Background: an optimization exercise with open tools, aiming at small area, a short achievable clock period and few clock cycles. Do not read the settings as production practice.
The RTL was checked by simulation tests, not by an equivalence proof against the original design.
Power figures rest on the tool's default switching activity, not on a simulated workload.

==> design/flow/design.v <==
module tascardll_engine (
    input  wire        clk,
    input  wire        rst,
    input  wire        h_valid,
    input  wire        h_write,
    input  wire [7:0]  h_addr,
    input  wire [31:0] h_wdata,
    output wire        h_ready,
    output reg         h_rvalid,
    output reg  [31:0] h_rdata,
    output reg         m_valid,
    output reg         m_we,
    output reg  [31:0] m_addr,
    output reg  [7:0]  m_wdata,
    input  wire        m_ready,
    input  wire [7:0]  m_rdata
);
    localparam [3:0] E_GENERIC = 4'd1, E_PTR = 4'd2, E_MEM = 4'd3,
                     E_NOTHDR = 4'd4, E_NOAUDIO = 4'd5, E_PROTO = 4'd6, E_DIMS = 4'd7,
                     E_CHKSUM = 4'd8;
    localparam [4:0] S_IDLE = 5'd0,  S_EXEC = 5'd1,  S_CRC  = 5'd2,  S_CRCE = 5'd3,
                     S_BD   = 5'd4,  S_EH   = 5'd5,  S_DH1  = 5'd6,  S_DHC  = 5'd7,
                     S_DH2  = 5'd8,  S_ADRN = 5'd9,  S_ACHK = 5'd10, S_MUL  = 5'd11,
                     S_CHK4 = 5'd12, S_CHK5 = 5'd13, S_EAH  = 5'd14, S_DAH  = 5'd15,
                     S_RD   = 5'd16, S_WR   = 5'd17, S_GAP1 = 5'd18, S_GAP2 = 5'd19,
                     S_COPY = 5'd20, S_DRN  = 5'd21, S_DEND = 5'd22;
    localparam [1:0] P_CRC = 2'd0, P_DH1 = 2'd1, P_DH2 = 2'd2, P_DAH = 2'd3;
    reg [31:0] buf_addr, buf_cap, smp_addr, smp_count, smp_index, p_rate;
    reg [15:0] p_format, p_channels, p_framesize;
    reg [15:0] d_fmt, d_ch, d_fs;
    reg [31:0] d_rate, d_crc;
    reg        desc_valid;             
    reg [31:0] crc_acc;
    reg [3:0]  st_err;
    reg [1:0]  st_detail;
    reg [1:0]  st_kind;
    reg [34:0] result_len;             
    reg        busy;
    reg [4:0]  state;
    reg [7:0]  op;
    reg        ill;
    reg        parse, dec, pcmf;
    reg [31:0] alt;                    
    reg [31:0] cnt;                    
    reg [4:0]  sc;                     
    reg [4:0]  pc;                     
    reg        vld;                    
    reg [1:0]  pmode;
    reg        ok;
    reg        first, lastw, s1p, s2p;
    reg [31:0] sbuf;                   
    reg [23:0] qbuf;                   
    reg        qinc;
    assign h_ready = ~busy;
    function [31:0] crc_step;
        input [31:0] a;
        input [7:0]  b;
        integer i;
        reg [31:0] c;
        begin
            c = a ^ {24'd0, b};
            for (i = 0; i < 8; i = i + 1)
                c = c[0] ? ((c >> 1) ^ 32'hEDB88320) : (c >> 1);
            crc_step = c;
        end
    endfunction
    function [46:0] enc_s1;
        input [31:0] p;
        reg [7:0]  e;
        reg [23:0] mm;
        reg [7:0]  ee;
        reg [38:0] pr;
        reg [7:0]  idx;
        reg        z;
        begin
            e  = p[30:23];
            mm = {(e != 8'd0), p[22:0]};
            ee = (e == 8'd0) ? 8'd1 : e;
            pr = {mm, 15'd0} - {15'd0, mm};
            idx = 8'd166 - ee;
            z  = (e == 8'd255) || (ee < 8'd112) || (ee > 8'd166);
            enc_s1 = {p[31], z, idx[5:0], pr};
        end
    endfunction
    function [16:0] enc_s2;
        input [46:0] s;
        reg [54:0] pe;
        reg [54:0] sh;
        reg [15:0] t;
        begin
            pe = {s[38:0], 16'd0};
            sh = pe >> s[44:39];
            t  = s[45] ? 16'd0 : sh[15:0];
            if (s[46])
                enc_s2 = {(t[7:0] == 8'd0), ~t[15:8], (~t[7:0]) + 8'd1};
            else
                enc_s2 = {1'b0, t[15:8], t[7:0]};
        end
    endfunction
    function [20:0] dec_s1;
        input [15:0] h;
        reg [15:0] a;
        reg [3:0]  p;
        integer i;
        begin
            a = h[15] ? (16'd0 - h) : h;
            p = 4'd0;
            for (i = 0; i < 15; i = i + 1)
                if (a[i]) p = i[3:0];
            dec_s1 = {p, h[15], a};
        end
    endfunction
    function [31:0] dec_s2;
        input [20:0] s;
        reg [15:0] a;
        reg [3:0]  p;
        reg        sg;
        reg [14:0] r;
        reg [23:0] m;
        begin
            a  = s[15:0];
            sg = s[16];
            p  = s[20:17];
            r  = a[14:0] << (4'd14 - p);
            m  = {r, r[14:6]} + {23'd0, r[5]};
            if (a == 16'd0)
                dec_s2 = 32'd0;
            else if (a[15])
                dec_s2 = 32'hBF800100;
            else if (a == 16'h7FFF)
                dec_s2 = {sg, 8'd127, 23'd0};
            else
                dec_s2 = {sg, 4'b0111, p, m[22:0]};
        end
    endfunction
    wire        fmt_ok   = (d_fmt[15:1] == 15'd0);
    wire [34:0] size_cnt = pcmf ? ({1'b0, cnt, 2'b00} + 35'd9) : ({2'b00, cnt, 1'b0} + 35'd9);
    wire [111:0] chain   = {d_crc, d_fs, d_ch, d_rate, d_fmt};
    wire [31:0] crc_nx   = crc_step(crc_acc, m_wdata);
    wire [31:0] m_inc    = m_addr + 32'd1;
    wire        go       = m_valid & m_ready;
    wire [1:0]  pcm1     = pc[1:0] - 2'd1;
    wire [7:0]  dcrc_b   = d_crc[8*pcm1 +: 8];
    reg [3:0] ch_msb;
    integer k;
    always @(*) begin
        ch_msb = 4'd0;
        for (k = 0; k < 16; k = k + 1)
            if (d_ch[k]) ch_msb = k[3:0];
    end
    wire [46:0] e1 = enc_s1(sbuf);
    wire [16:0] e2 = enc_s2({qbuf[14:0], sbuf});
    wire [20:0] d1 = dec_s1(sbuf[31:16]);
    wire [31:0] d2 = dec_s2(sbuf[20:0]);
    reg [31:0] rd_mux;
    always @(*) begin
        case (h_addr)
            8'h04: rd_mux = {18'd0, st_kind, 2'd0, st_detail, 4'd0, st_err};
            8'h08: rd_mux = result_len[31:0];
            8'h0C: rd_mux = {29'd0, result_len[34:32]};
            8'h10: rd_mux = buf_addr;
            8'h14: rd_mux = buf_cap;
            8'h18: rd_mux = smp_addr;
            8'h1C: rd_mux = smp_count;
            8'h20: rd_mux = smp_index;
            8'h24: rd_mux = p_rate;
            8'h28: rd_mux = {16'd0, p_format};
            8'h2C: rd_mux = {16'd0, p_channels};
            8'h30: rd_mux = {16'd0, p_framesize};
            8'h34: rd_mux = {d_fmt, 15'd0, desc_valid};
            8'h38: rd_mux = d_rate;
            8'h3C: rd_mux = {d_fs, d_ch};
            8'h40: rd_mux = d_crc;
            8'h44: rd_mux = {31'd0, desc_valid};
            8'h48: rd_mux = crc_acc;
            8'h4C: rd_mux = ~crc_acc;
            default: rd_mux = 32'd0;
        endcase
    end
    always @(posedge clk)
        h_rdata <= rd_mux;
    always @(posedge clk) begin
        if (rst) begin
            buf_addr    <= 32'd0;
            buf_cap     <= 32'd0;
            smp_addr    <= 32'd0;
            smp_count   <= 32'd0;
            smp_index   <= 32'd0;
            p_rate      <= 32'd0;
            p_format    <= 16'd0;
            p_channels  <= 16'd0;
            p_framesize <= 16'd0;
            d_fmt       <= 16'd0;
            d_rate      <= 32'd0;
            d_ch        <= 16'd0;
            d_fs        <= 16'd0;
            d_crc       <= 32'd0;
            desc_valid  <= 1'b0;
            crc_acc     <= 32'hFFFFFFFF;
            st_err      <= 4'd0;
            st_detail   <= 2'd0;
            st_kind     <= 2'd0;
            result_len  <= 35'd0;
            busy        <= 1'b0;
            state       <= S_IDLE;
            m_valid     <= 1'b0;
            h_rvalid    <= 1'b0;
            vld         <= 1'b0;
            s1p         <= 1'b0;
            s2p         <= 1'b0;
        end else begin
            h_rvalid <= 1'b0;
            vld      <= 1'b0;
            if (vld && state != S_DRN && state != S_ADRN) begin
                pc <= pc + 5'd1;
                case (pmode)
                    P_CRC: crc_acc <= crc_nx;
                    P_DH1: begin
                        if (pc == 5'd0) begin
                            if (m_wdata == 8'h48) begin
                                cnt     <= crc_acc;
                                crc_acc <= 32'hFFFFFFFF;
                            end
                        end else
                            crc_acc <= crc_nx;
                        if (pc == 5'd1) ok <= (m_wdata == 8'h01);
                        if (pc == 5'd2) ok <= ok & (m_wdata == 8'h00);
                    end
                    P_DH2: begin
                        {d_crc, d_fs, d_ch, d_rate, d_fmt} <= {m_wdata, chain[111:8]};
                    end
                    P_DAH: begin
                        if (pc[3:2] != 2'd0 && pc != 5'd4)
                            smp_index <= {m_wdata, smp_index[31:8]};
                    end
                endcase
            end
            case (state)
            S_IDLE: begin
                if (h_valid) begin
                    if (h_write) begin
                        case (h_addr)
                            8'h00: begin
                                busy    <= 1'b1;
                                state   <= S_EXEC;
                                op      <= h_wdata[7:0];
                                ill     <= (h_wdata[31:16] != 16'd0) ||
                                           (h_wdata[7:0] != 8'h02 && h_wdata[15:8] != 8'd0);
                                m_wdata <= h_wdata[15:8];
                            end
                            8'h10: buf_addr    <= h_wdata;
                            8'h14: buf_cap     <= h_wdata;
                            8'h18: smp_addr    <= h_wdata;
                            8'h1C: smp_count   <= h_wdata;
                            8'h20: smp_index   <= h_wdata;
                            8'h24: p_rate      <= h_wdata;
                            8'h28: p_format    <= h_wdata[15:0];
                            8'h2C: p_channels  <= h_wdata[15:0];
                            8'h30: p_framesize <= h_wdata[15:0];
                            default: ;
                        endcase
                    end else
                        h_rvalid <= 1'b1;
                end
            end
            S_EXEC: begin
                st_err     <= 4'd0;
                st_detail  <= 2'd0;
                st_kind    <= 2'd0;
                result_len <= 35'd0;
                parse      <= (op == 8'h24);
                dec        <= (op == 8'h23);
                pcmf       <= d_fmt[0];
                sc         <= 5'd0;
                pc         <= 5'd0;
                busy       <= 1'b0;
                state      <= S_IDLE;
                if (ill) begin
                    st_err    <= E_GENERIC;
                    st_detail <= 2'd1;
                end else begin
                    case (op)
                        8'h01: crc_acc <= 32'hFFFFFFFF;
                        8'h02: crc_acc <= crc_nx;
                        8'h03, 8'h04: begin
                            if (op[2])
                                crc_acc <= 32'hFFFFFFFF;
                            result_len <= {3'd0, buf_cap};
                            cnt        <= buf_cap;
                            m_addr     <= buf_addr;
                            m_we       <= 1'b0;
                            if (buf_cap != 32'd0) begin
                                m_valid <= 1'b1;
                                busy    <= 1'b1;
                                state   <= S_CRC;
                            end
                        end
                        8'h10: begin
                            d_fmt   <= p_format;
                            d_rate  <= p_rate;
                            d_ch    <= p_channels;
                            d_fs    <= p_framesize;
                            d_crc   <= 32'd0;
                            cnt     <= crc_acc;
                            crc_acc <= 32'hFFFFFFFF;
                            m_wdata <= 8'h01;
                            busy    <= 1'b1;
                            state   <= S_BD;
                        end
                        8'h11: result_len <= 35'd17;
                        8'h12, 8'h22, 8'h23: begin
                            busy  <= 1'b1;
                            state <= S_ACHK;
                        end
                        8'h20: begin
                            if (!desc_valid) begin
                                st_err    <= E_GENERIC;
                                st_detail <= 2'd2;
                            end else if (buf_addr == 32'd0)
                                st_err <= E_PTR;
                            else if (buf_cap < 32'd17)
                                st_err <= E_MEM;
                            else begin
                                m_addr  <= buf_addr;
                                m_valid <= 1'b1;
                                m_we    <= 1'b1;
                                m_wdata <= 8'h48;
                                busy    <= 1'b1;
                                state   <= S_EH;
                            end
                        end
                        8'h21, 8'h24: begin
                            if (buf_addr == 32'd0)
                                st_err <= E_PTR;
                            else if (buf_cap < 32'd17)
                                st_err <= E_MEM;
                            else begin
                                m_addr  <= buf_addr;
                                m_valid <= 1'b1;
                                m_we    <= 1'b0;
                                busy    <= 1'b1;
                                state   <= S_DH1;
                            end
                        end
                        default: begin
                            st_err    <= E_GENERIC;
                            st_detail <= 2'd1;
                        end
                    endcase
                end
            end
            S_CRC: begin
                if (go) begin
                    m_wdata <= m_rdata;
                    vld     <= 1'b1;
                    pmode   <= P_CRC;
                    m_addr  <= m_inc;
                    cnt     <= cnt - 32'd1;
                    if (cnt == 32'd1) begin
                        m_valid <= 1'b0;
                        state   <= S_CRCE;
                    end
                end
            end
            S_CRCE: begin
                busy  <= 1'b0;
                state <= S_IDLE;
            end
            S_BD: begin
                sc      <= sc + 5'd1;
                crc_acc <= crc_nx;
                m_wdata <= (sc == 5'd0) ? 8'h00 : chain[7:0];
                if (sc != 5'd0 && sc != 5'd15)
                    {d_crc, d_fs, d_ch, d_rate, d_fmt} <= {chain[7:0], chain[111:8]};
                if (sc == 5'd15) begin
                    d_crc      <= ~crc_nx;
                    crc_acc    <= cnt;
                    desc_valid <= 1'b1;
                    busy       <= 1'b0;
                    state      <= S_IDLE;
                end
            end
            S_EH: begin
                if (go) begin
                    sc     <= sc + 5'd1;
                    m_addr <= m_inc;
                    if (sc == 5'd0)
                        m_wdata <= 8'h01;
                    else if (sc == 5'd1)
                        m_wdata <= 8'h00;
                    else begin
                        m_wdata <= chain[7:0];
                        if (sc != 5'd16)
                            {d_crc, d_fs, d_ch, d_rate, d_fmt} <= {chain[7:0], chain[111:8]};
                    end
                    if (sc == 5'd16) begin
                        m_valid    <= 1'b0;
                        result_len <= 35'd17;
                        busy       <= 1'b0;
                        state      <= S_IDLE;
                    end
                end
            end
            S_DH1: begin
                if (sc < 5'd21 && (go || (sc >= 5'd13 && sc <= 5'd16))) begin
                    m_wdata <= (sc >= 5'd13 && sc <= 5'd16) ? 8'h00 : m_rdata;
                    vld     <= 1'b1;
                    pmode   <= P_DH1;
                    sc      <= sc + 5'd1;
                    if (go)
                        m_addr <= m_inc;
                    if (sc == 5'd2)
                        alt <= m_inc;
                    m_valid <= !(sc >= 5'd12 && sc <= 5'd15) && sc != 5'd20;
                end
                if (vld && pc == 5'd0 && m_wdata != 8'h48) begin
                    if (parse) begin
                        state <= S_ADRN;
                    end else begin
                        st_err <= E_NOTHDR;
                        state  <= S_DRN;
                    end
                    if (go)
                        m_valid <= 1'b0;
                end
                if (vld && pc == 5'd20)
                    state <= S_DHC;
            end
            S_DHC: begin
                crc_acc <= cnt;
                if (crc_acc != 32'hDEBB20E3) begin
                    st_err <= E_CHKSUM;
                    busy   <= 1'b0;
                    state  <= S_IDLE;
                end else if (!ok) begin
                    st_err <= E_PROTO;
                    busy   <= 1'b0;
                    state  <= S_IDLE;
                end else begin
                    m_addr  <= alt;
                    m_valid <= 1'b1;
                    sc      <= 5'd0;
                    pc      <= 5'd0;
                    state   <= S_DH2;
                end
            end
            S_DH2: begin
                if (go) begin
                    m_wdata <= m_rdata;
                    vld     <= 1'b1;
                    pmode   <= P_DH2;
                    sc      <= sc + 5'd1;
                    m_addr  <= m_inc;
                    if (sc == 5'd13)
                        m_valid <= 1'b0;
                end
                if (vld && pc == 5'd13) begin
                    desc_valid <= 1'b1;
                    st_kind    <= 2'd1;
                    result_len <= 35'd17;
                    busy       <= 1'b0;
                    state      <= S_IDLE;
                end
            end
            S_ADRN: begin
                if (go)
                    m_valid <= 1'b0;
                if (!m_valid || go) begin
                    dec   <= 1'b1;
                    state <= S_ACHK;
                end
            end
            S_ACHK: begin
                cnt <= 32'd0;
                sc  <= {1'b0, ch_msb};
                if (!desc_valid) begin
                    st_err    <= E_GENERIC;
                    st_detail <= 2'd2;
                    busy      <= 1'b0;
                    state     <= S_IDLE;
                end else if (!fmt_ok) begin
                    st_err    <= E_GENERIC;
                    st_detail <= 2'd3;
                    busy      <= 1'b0;
                    state     <= S_IDLE;
                end else if (op != 8'h12 && (smp_addr == 32'd0 || buf_addr == 32'd0)) begin
                    st_err <= E_PTR;
                    busy   <= 1'b0;
                    state  <= S_IDLE;
                end else if (d_ch == 16'd0)
                    state <= S_CHK4;
                else
                    state <= S_MUL;
            end
            S_MUL: begin
                cnt <= {cnt[30:0], 1'b0} + (d_ch[sc[3:0]] ? {16'd0, d_fs} : 32'd0);
                sc  <= sc - 5'd1;
                if (sc == 5'd0)
                    state <= S_CHK4;
            end
            S_CHK4: begin
                result_len <= size_cnt;
                if (op == 8'h12) begin
                    busy  <= 1'b0;
                    state <= S_IDLE;
                end else if (smp_count != cnt) begin
                    st_err     <= E_DIMS;
                    result_len <= 35'd0;
                    busy       <= 1'b0;
                    state      <= S_IDLE;
                end else
                    state <= S_CHK5;
            end
            S_CHK5: begin
                sc     <= 5'd0;
                pc     <= 5'd0;
                m_addr <= buf_addr;
                alt    <= smp_addr;
                first  <= 1'b1;
                lastw  <= 1'b0;
                if ({3'd0, buf_cap} < result_len) begin
                    st_err     <= E_MEM;
                    result_len <= 35'd0;
                    busy       <= 1'b0;
                    state      <= S_IDLE;
                end else if (dec) begin
                    m_valid <= 1'b1;
                    m_we    <= 1'b0;
                    state   <= S_DAH;
                end else begin
                    m_valid <= 1'b1;
                    m_we    <= 1'b1;
                    m_wdata <= 8'h41;
                    state   <= S_EAH;
                end
            end
            S_EAH: begin
                if (go) begin
                    sc <= sc + 5'd1;
                    if (sc[3:2] == 2'd0)
                        m_wdata <= d_crc[8*sc[1:0] +: 8];
                    else if (sc != 5'd8) begin
                        m_wdata   <= smp_index[7:0];
                        smp_index <= {smp_index[7:0], smp_index[31:8]};
                    end
                    if (sc == 5'd8) begin
                        sc <= 5'd0;
                        if (cnt == 32'd0) begin
                            m_valid <= 1'b0;
                            busy    <= 1'b0;
                            state   <= S_IDLE;
                        end else begin
                            m_addr <= alt;
                            alt    <= m_inc;
                            m_we   <= 1'b0;
                            state  <= pcmf ? S_COPY : S_RD;
                        end
                    end else
                        m_addr <= m_inc;
                end
            end
            S_DAH: begin
                if (go) begin
                    m_wdata <= m_rdata;
                    vld     <= 1'b1;
                    pmode   <= P_DAH;
                    sc      <= sc + 5'd1;
                    m_addr  <= m_inc;
                    if (sc == 5'd8) begin
                        sc <= 5'd0;
                        if (cnt == 32'd0) begin
                            m_valid <= 1'b0;
                            state   <= S_DEND;
                        end else
                            state <= pcmf ? S_COPY : S_RD;
                    end
                end
                if (vld && ((pc == 5'd0 && m_wdata != 8'h41) ||
                            (pc != 5'd0 && pc <= 5'd4 && m_wdata != dcrc_b))) begin
                    st_err     <= (pc == 5'd0) ? E_NOAUDIO : E_CHKSUM;
                    result_len <= 35'd0;
                    state      <= S_DRN;
                    if (go)
                        m_valid <= 1'b0;
                end
            end
            S_DEND: begin
                st_kind <= 2'd2;
                busy    <= 1'b0;
                state   <= S_IDLE;
            end
            S_COPY: begin
                if (go) begin
                    m_addr <= alt;
                    alt    <= m_inc;
                    m_we   <= ~m_we;
                    if (!m_we)
                        m_wdata <= m_rdata;
                    else begin
                        sc <= sc + 5'd1;
                        if (sc[1:0] == 2'd3) begin
                            cnt <= cnt - 32'd1;
                            if (cnt == 32'd1) begin
                                m_valid <= 1'b0;
                                st_kind <= {dec, 1'b0};
                                busy    <= 1'b0;
                                state   <= S_IDLE;
                            end
                        end
                    end
                end
            end
            S_RD: begin
                if (s2p) begin
                    s2p <= 1'b0;
                    if (dec) begin
                        m_wdata <= d2[7:0];
                        qbuf    <= d2[31:8];
                        qinc    <= 1'b0;
                    end else begin
                        m_wdata   <= e2[7:0];
                        qbuf[7:0] <= e2[15:8];
                        qinc      <= e2[16];
                    end
                end
                if (go) begin
                    sbuf <= {m_rdata, sbuf[31:8]};
                    sc   <= sc + 5'd1;
                    if (sc[1:0] == (dec ? 2'd1 : 2'd3)) begin
                        sc  <= 5'd0;
                        cnt <= cnt - 32'd1;
                        if (first) begin
                            first   <= 1'b0;
                            m_valid <= 1'b0;
                            m_addr  <= m_inc;
                            state   <= S_GAP1;
                        end else begin
                            m_addr <= alt;
                            alt    <= m_inc;
                            m_we   <= 1'b1;
                            s1p    <= 1'b1;
                            state  <= S_WR;
                        end
                    end else
                        m_addr <= m_inc;
                end
            end
            S_GAP1: begin
                if (dec)
                    sbuf[20:0] <= d1;
                else
                    {qbuf[14:0], sbuf} <= e1;
                s2p <= 1'b1;
                if (cnt == 32'd0) begin
                    m_addr <= alt;
                    alt    <= m_inc;
                    state  <= S_GAP2;
                end else begin
                    m_valid <= 1'b1;
                    state   <= S_RD;
                end
            end
            S_GAP2: begin
                s2p <= 1'b0;
                if (dec) begin
                    m_wdata <= d2[7:0];
                    qbuf    <= d2[31:8];
                    qinc    <= 1'b0;
                end else begin
                    m_wdata   <= e2[7:0];
                    qbuf[7:0] <= e2[15:8];
                    qinc      <= e2[16];
                end
                lastw   <= 1'b1;
                m_valid <= 1'b1;
                m_we    <= 1'b1;
                state   <= S_WR;
            end
            S_WR: begin
                if (go) begin
                    m_wdata <= qbuf[7:0] + {7'd0, qinc};
                    qinc    <= 1'b0;
                    if (dec)
                        qbuf <= {8'd0, qbuf[23:8]};
                    sc      <= sc + 5'd1;
                    if (s1p) begin
                        s1p <= 1'b0;
                        s2p <= 1'b1;
                        if (dec)
                            sbuf[20:0] <= d1;
                        else
                            {qbuf[14:0], sbuf} <= e1;
                    end
                    if (sc[1:0] == (dec ? 2'd3 : 2'd1)) begin
                        sc <= 5'd0;
                        if (lastw) begin
                            m_valid <= 1'b0;
                            st_kind <= {dec, 1'b0};
                            busy    <= 1'b0;
                            state   <= S_IDLE;
                        end else if (cnt == 32'd0) begin
                            m_valid <= 1'b0;
                            m_addr  <= m_inc;
                            state   <= S_GAP2;
                        end else begin
                            m_addr <= alt;
                            alt    <= m_inc;
                            m_we   <= 1'b0;
                            state  <= S_RD;
                        end
                    end else
                        m_addr <= m_inc;
                end
            end
            S_DRN: begin
                if (go)
                    m_valid <= 1'b0;
                if (!m_valid || go) begin
                    busy  <= 1'b0;
                    state <= S_IDLE;
                end
            end
            default: begin
                busy  <= 1'b0;
                state <= S_IDLE;
            end
            endcase
        end
    end
endmodule
==> design/flow/run.sh <==
#!/bin/bash
# synth_recipe.tcl (not shown) runs the flow's synth.tcl, then flattens the netlist and writes it again
# the make line also repeats each setting of config.mk as NAME=value (left out here)
make -C /OpenROAD-flow-scripts/flow DESIGN_CONFIG=/design/flow/config.mk WORK_HOME=/design/flow/orfs CLKGATE_MAP_FILE= SYNTH_SCRIPT=/design/flow/synth_recipe.tcl finish
==> design/flow/config.mk <==
export PLATFORM = sky130hd
export DESIGN_NAME = tascardll_engine
export DESIGN_NICKNAME = tascardll_engine
export VERILOG_FILES = /design/flow/design.v
export SDC_FILE = /design/flow/constraint.sdc
export NUM_CORES = 4
export LEC_CHECK = 0
export CAP_MARGIN = 20
export CORE_MARGIN = 2
export CORE_UTILIZATION = 40
export SLEW_MARGIN = 20
==> design/flow/constraint.sdc <==
create_clock -name core_clock -period 12.0 [get_ports {clk}]
set_input_delay 2.4000 -clock core_clock [delete_from_list [all_inputs] [get_ports {clk}]]
set_output_delay 2.4000 -clock core_clock [all_outputs]
set_load 0.01 [all_outputs]
==> impl_metrics.ini <==
[critical_path]
cp_data_required_time_ns = 12.42
reg2reg_to = cnt[22]$_DFFE_PN_
ff2ff_setup_slack_ns = 6.27
reg2reg_depth = 15
crit_top_cell = a21oi_1
cp_max_fo = 16
timing.rr.start = sc[0]$_DFFE_PP_
crit_chain = buf_4, mux4_2, mux4_2, and2_1, ha_1, a21o_1, a21oi_1, nor2b_1, o21a_1, o41ai_1, o32a_1, mux2_2, a21oi_1, a21oi_1, o21bai_1
critPathTopFamily = compound AO/OA/AOI/OAI gates
path_depth = 15
max_stage_delay_ns = 0.73
crit_path_end_kind = flop
crit_type = flop to flop
critical_path.slowest_cell = mux4_2
worstPathArrival_ns = 6.15
path_buf_inv = 1
endpoint = cnt[22]$_DFFE_PN_
startpoint = sc[0]$_DFFE_PP_
worst_setup_path_start_kind = flop

[layout]
final_cell_mix = nand2_1 (1149), nor2_1 (575), dfxtp_1 (470)
nNetsFinal = 6047
regMostFlops = result_len
drive_above_1_share_pct = 9.06
fill_cells = 11682
final_common_cell = nand2_1
area_delta_synth_final_pct = 12.0
fin_util_pct = 45.2
final_area_um2 = 52600
largest_register_ffs = 35

[floorplan]
num_rows = 125
die-area_um2 = 120000
top_level_ports = 129
die_h_um = 347
initial_core_util_pct = 40.3
die_width_um = 347
core_area_um2 = 116000

[placed_design]
placed_cell_area_um2 = 49700
post-place-ws_ns = 5.57
place.gp.congestion = 1.08
port_buffers = 128
hpwl_mm = 199

[clock_network]
cts-root-buf = clkbuf_16
cts_setup_buffers = 0
cts_resized = 0
cts_buffer_depth = 3
htree_num_levels = 3
cts.clk_slew.worst_paths_ns = 0.06
cts.sinks = 660
cts_hold_buffers = 0
cts_tree = done
numCtsBuffers = 80
clkLatencyLatePin_ns = 0.70

[routing]
drc = 0
vias = 52797
wl_per_cell_um = 36.4
first_pass_iters = 12
avgViaCountPerCell = 7.03
finalWirelength_mm = 273
drtIter0Drc = 10190
ant_nets = 0

[yosys]
syn_nets = 6181
synth_top_family_by_area = compound AO/OA/AOI/OAI gates
synth-xor-area-share_pct = 6.24
avgSynthCellArea_um2 = 7.77
ys_types = 94
synth-seq-area-share_pct = 32.2
synth_mux_area_share_pct = 6.51
yosysWarningCount = 1
synth_top_area_cell = dfxtp_1
async_flop_share_pct = 0
synth_compound_area_share_pct = 25.5
syn_area_um2 = 47000
ys.flop_type = dfxtp_1
ys_ff_latch = 660
synth_top_cell_area_share_pct = 20.1
synthTopCellsByArea = dfxtp_1 (20%), edfxtp_1 (12%), nand2_1 (9.2%), a21oi_1 (5.0%), nor2_1 (4.7%)
synth_edf_count = 189
synth_fa_ha_area_share_pct = 2.33
yosys.area_share.simple_pct = 22.0
synth_cells = 6041

[sta]
hold_viol_final = 0
finalCriticalPeriod_ns = 5.73
finalCritPeriodShare_pct = 47.8
finalSetupViolCount = 0
maxSlewViolCount = 0
fin_ws_ns = 6.27
skew_ns = 0.0333
fmaxAchievable_mhz = 174
setup_tns_ns = 0
slew_headroom_pct = 11.5
worst_pin_slew_ns = 1.32
rsz0062_at_grt = false

[power]
power.density_nw_per_um2 = 118
leakagePower_nw = 18.3
irDropWorstVdd_mv = 0.127
finalPower_mw = 6.22

[job]
maxCapViolCount = 0

[global_routing]
grt_pass1_wl_mm = 378
grt_overflow = 0
grt_max_degree = 90
grt_pass1_vias = 47279
grt_use_total_pct = 43.7
antenna_found_initial = 19

[run_status]
status = complete, no violations

[hold_path]
hold_path_class = flop to flop
[area by class of cell]
cell class | instances | area [µm²] | share of cell area [%]
repair buffers | 313 | 2710 | 5.14
multi-input cells | 4745 | 29600 | 56.4
inverters | 107 | 402 | 0.764
clock inverters | 39 | 497 | 0.944
clock buffers | 106 | 2310 | 4.38
well taps | 1524 | 1910 | 3.63
diodes | 11 | 27.5 | 0.0523
flip-flops and latches | 660 | 15100 | 28.7
[cells by family after synthesis]
family                   Yosys count
AO/OA/AOI/OAI                   1752
flip-flops                       660
XOR/XNOR                         331
adder cells (fa/ha/maj)           87
multiplexers                     215
buffers and inverters            636
AND/OR/NAND/NOR                 2360
[layer usage]
layer	routed length, µm	track usage [%]
met1	106000	58.1
met4	19300	26.3
met3	40300	15.5
met5	185	0
met2	108000	60.2
[through the flow]
step | hold WS (ns) | std cells
finish | 0.481 | 7505
global route | 0.494 | 7496
CTS | 0.476 | 7492
detailed placement | 0.468 | 7347
global placement | 0.465 | 7346
floorplan | 0.445 | 6041
[worst min path at each step]
| stage | from | cells past startpoint | slack, ns | end |
|---|---|---|---|---|
| CTS | p_framesize[15]$_SDFFE_PP0P_ | 2 | 0.48 | p_framesize[15]$_SDFFE_PP0P_ |
| global route | p_rate[0]$_SDFFE_PP0P_ | 2 | 0.49 | p_rate[0]$_SDFFE_PP0P_ |
| floorplan | st_detail[1]$_SDFFE_PP0P_ | 2 | 0.45 | st_detail[1]$_SDFFE_PP0P_ |
| detailed placement | p_framesize[15]$_SDFFE_PP0P_ | 2 | 0.47 | p_framesize[15]$_SDFFE_PP0P_ |
| finish | p_framesize[15]$_SDFFE_PP0P_ | 2 | 0.48 | p_framesize[15]$_SDFFE_PP0P_ |
| global placement | p_framesize[14]$_SDFFE_PP0P_ | 2 | 0.46 | p_framesize[14]$_SDFFE_PP0P_ |
[worst register-to-register path: stages (launching register included)]
cell      delay [ns]
edfxtp_1        0.50
buf_4           0.35
mux4_2          0.55
mux4_2          0.73
and2_1          0.31
ha_1            0.27
a21o_1          0.15
a21oi_1         0.22
nor2b_1         0.08
o21a_1          0.22
o41ai_1         0.72
o32a_1          0.56
mux2_2          0.39
a21oi_1         0.20
a21oi_1         0.09
o21bai_1        0.15
[Yosys cell counts, drive strengths merged (112+ instances only)]
library cell / count
nand2: 1153
a221oi: 150
a222oi: 152
a22oi: 175
o21ai: 333
xor2: 112
a21oi: 469
dfxtp: 471
edfxtp: 189
clkbuf: 456
nor2: 595
xnor2: 219
[report_power, final]
group          leakage [nW]  switching (mW)  internal (mW)
Combinational          11.4           0.712          0.310
Sequential             5.61           0.197           2.34
Clock                  1.38            1.14           1.52
Total                  18.3            2.05           4.17
Testbench counts, summed over its fixed seeds: cycles 232,642.

-- re-timing with driven ports --
In the flow no input, the clock included, has a driving cell. The finished layout below was timed again as built, in two steps.
Step 1 (the two cells are an assumption about what drives the block):
set clk [get_ports {clk}]
set_driving_cell -lib_cell sky130_fd_sc_hd__clkbuf_16 $clk
set_driving_cell -lib_cell sky130_fd_sc_hd__buf_2 [delete_from_list [all_inputs] $clk]
Step 2, shift: input delay + t, output delay - t, t = (earliest + latest rising clock arrival at the registers) / 2. This alone moves slack from input paths to output paths.
Slacks: no drivers / after step 1 / after step 2; pairs: no drivers / after step 1.
shift t [ns]: 0.761
slack for setup (ns): 6.266 / 6.266 / 5.575
cell pins on the clock port's net: 1
After both steps this run still meets setup and hold. The setup slack of this run moves by 0.000 ns with the drivers and by -0.691 ns with both steps.
